This design comes from an exercise in tuning for small area, a short achievable clock period and few clock cycles per item on the open sky130 flow, not from production work. The RTL was checked by simulation tests, not by an equivalence proof against the original design.

Setup of lane 3:
==> flow/design.v (excerpt) <==
module yrc_canny_px #(
    parameter LB = 4,             
    parameter BL = 2              
) (
    input  wire         clk,
    input  wire         rst,          
    input  wire         in_valid,
    output wire         in_ready,
    input  wire [199:0] in_win,       
    input  wire [3:0]   in_border,    
    output wire         out_valid,
    input  wire         out_ready,
    output wire [10:0]  out_mag,
    output wire [1:0]   out_sector,   
    output wire [1:0]   out_class     
);
export LEC_CHECK = 0
export ABC_AREA = 1
export CAP_MARGIN = 20
export CORE_MARGIN = 2
export CORE_UTILIZATION = 55
export CTS_CLUSTER_DIAMETER = 100
export CTS_CLUSTER_SIZE = 20
export SLEW_MARGIN = 20
export SYNTH_HIERARCHICAL = 1
create_clock -name core_clock -period 17.0 [get_ports {clk}]
standard.sh (not shown) runs the stock make flow with config.mk's settings and CLKGATE_MAP_FILE= SYNTH_SCRIPT=/design/flow/synth_recipe.tcl, a recipe that flattens the netlist after the stock synthesis.
==> flow/flow/run.sh <==
#!/bin/bash
export SETUP_SLACK_MARGIN=12.4
export BUFFER_PORTS_ARGS="-buffer_cell sky130_fd_sc_hd__buf_1"
export CTS_ARGS="-sink_clustering_enable -repair_clock_nets -sink_clustering_size 20 -sink_clustering_max_diameter 100 -dont_use_dummy_load"
bash standard.sh > standard.log 2>&1
Testbench counts of lane 3, summed over its fixed seeds: cycles 12,016, items 12,000.
Relative to lane 3, the following input files were edited for lane 2:
diff --git a/flow/design.v b/flow/design.v
--- a/flow/design.v
+++ b/flow/design.v
@@ -214,28 +214,29 @@
     wire [7:0] nt;
     assign nt[0] = lf          ? hnz  : gt[3];    
     assign nt[1] = rt          ? 1'b1 : gt[5];    
     assign nt[2] = tp          ? hnz  : gt[1];    
     assign nt[3] = bt          ? 1'b1 : gt[7];    
     assign nt[4] = (lf | tp)   ? hnz  : gt[0];    
     assign nt[5] = (rt | bt)   ? hnz  : gt[8];    
     assign nt[6] = (rt | tp)   ? hnz  : gt[2];    
     assign nt[7] = (lf | bt)   ? hnz  : gt[6];    
     reg [9:0] h2, mn2;
-    reg [3:0] nt2;                                  
-    reg       ab2, sx2, v2_q;
+    reg [7:0] nt2;
+    reg       ab2, su2, sv2, v2_q;
     always @(posedge clk) begin
         h2   <= h;
         mn2  <= mn;
-        nt2  <= {nt[7] & nt[6], nt[5] & nt[4], nt[3] & nt[2], nt[1] & nt[0]};
+        nt2  <= nt;
         ab2  <= a_ge_b;
-        sx2  <= su ^ sv;
+        su2  <= su;
+        sv2  <= sv;
         v2_q <= v1_q & ~rst;
     end
     wire [25:0] t0 = {16'd0, h2};
     wire [25:0] t1 = {14'd0, h2, 2'd0};
     wire [25:0] t2 = {8'd0, h2, 8'd0};
     wire [25:0] t3 = {6'd0, h2, 10'd0};
     wire [25:0] t4 = {4'd0, h2, 12'd0};
     wire [25:0] t5 = {3'd0, h2, 13'd0};
     wire [25:0] t6 = ~{1'b0, mn2, 15'd0};
     function [51:0] csa;                            
@@ -243,28 +244,28 @@
         csa = {((x & y) | (x & z) | (y & z)) << 1, x ^ y ^ z};
     endfunction
     wire [25:0] s1, c1, s2, c2, s3, c3, s4, c4, s5, c5;
     assign {c1, s1} = csa(t0, t1, t2);
     assign {c2, s2} = csa(t3, t4, t5);
     assign {c3, s3} = csa(s1, c1, s2);
     assign {c4, s4} = csa(c2, t6, s3);
     assign {c5, s5} = csa(s4, c4, c3);
     wire [25:0] dif = s5 + c5 + 26'd1;
     wire diag = ~dif[25];
-    wire [1:0] sector = diag ? (ab2 ? 2'd2 : 2'd3) : (sx2 ? 2'd1 : 2'd0);
+    wire [1:0] sector = diag ? (ab2 ? 2'd2 : 2'd3) : ((su2 == sv2) ? 2'd0 : 2'd1);
     reg is_max;
     always @(*) begin
         case (sector)
-            2'd0:    is_max = nt2[0];
-            2'd1:    is_max = nt2[1];
-            2'd2:    is_max = nt2[2];
-            default: is_max = nt2[3];
+            2'd0:    is_max = nt2[0] & nt2[1];
+            2'd1:    is_max = nt2[2] & nt2[3];
+            2'd2:    is_max = nt2[4] & nt2[5];
+            default: is_max = nt2[6] & nt2[7];
         endcase
     end
     wire [1:0] cls = (h2 > 10'd25 && is_max) ? ((h2 > 10'd75) ? 2'd2 : 2'd1) : 2'd0;
     localparam integer FD = DEPTH - 1;
     wire [13:0] wdat = {cls, sector, h2};
     wire        wr   = v2_q;
     reg  [13:0] hd;
     reg         hv;
     reg  [13:0] fifo [0:FD-1];
     reg  [1:0]  wp, rp;
Findings:
- The flow did not stop early for lane 2: all stages ran, and the layout cleared the timing, design-rule and antenna checks.
- On worst hold slack, lane 2 and lane 3 are neck and neck.
- On share of final layout cell area taken by clock buffers and inverters, lane 2 and lane 3 are neck and neck.
- Going from lane 3 to lane 2, count of cell types in the netlist grows by 14%.
- Clock period minus final worst setup slack sits lower in lane 2 than in lane 3.
- Lane 3 has lower fraction of standard cell area that is sequential than lane 2.
Testbench counts of lane 2, summed over its fixed seeds: cycles 12,016, items 12,000.

## separate check: timing with driven ports
The flow's constraints put no driver on any port. The routed layouts listed below were extracted and timed again, unchanged, in two steps. Step 1 (the two cells are an assumption about what drives the block):
set clk [get_ports {clk}]
set_driving_cell -lib_cell sky130_fd_sc_hd__clkbuf_16 $clk
set_driving_cell -lib_cell sky130_fd_sc_hd__buf_2 [delete_from_list [all_inputs] $clk]
Step 2 moves the port delays by t, midway between the first and last clock arrival at a register: inputs arrive t later, outputs are due t later. That takes back most of the time a late clock gives input paths. a / b / c = no drivers / after step 1 / after step 2; a / b = the first two.
| run | t, ns | setup WS [ns] | latest minus earliest clock arrival (ns) | slew at the worst register clock pin (ns) | pins driven straight from the clock port |
|---|---|---|---|---|---|
| lane 3 | 0.657 | 12.424 / 12.400 / 11.855 | 0.031 / 0.031 | 0.09 / 0.09 | 1 |
| lane 2 | 0.667 | 12.441 / 12.396 / 11.836 | 0.051 / 0.051 | 0.09 / 0.09 | 1 |
After both steps setup and hold are still met in every run listed. The setup slack of lane 2, which loses most, moves by -0.045 ns with the drivers and by -0.605 ns with both steps.
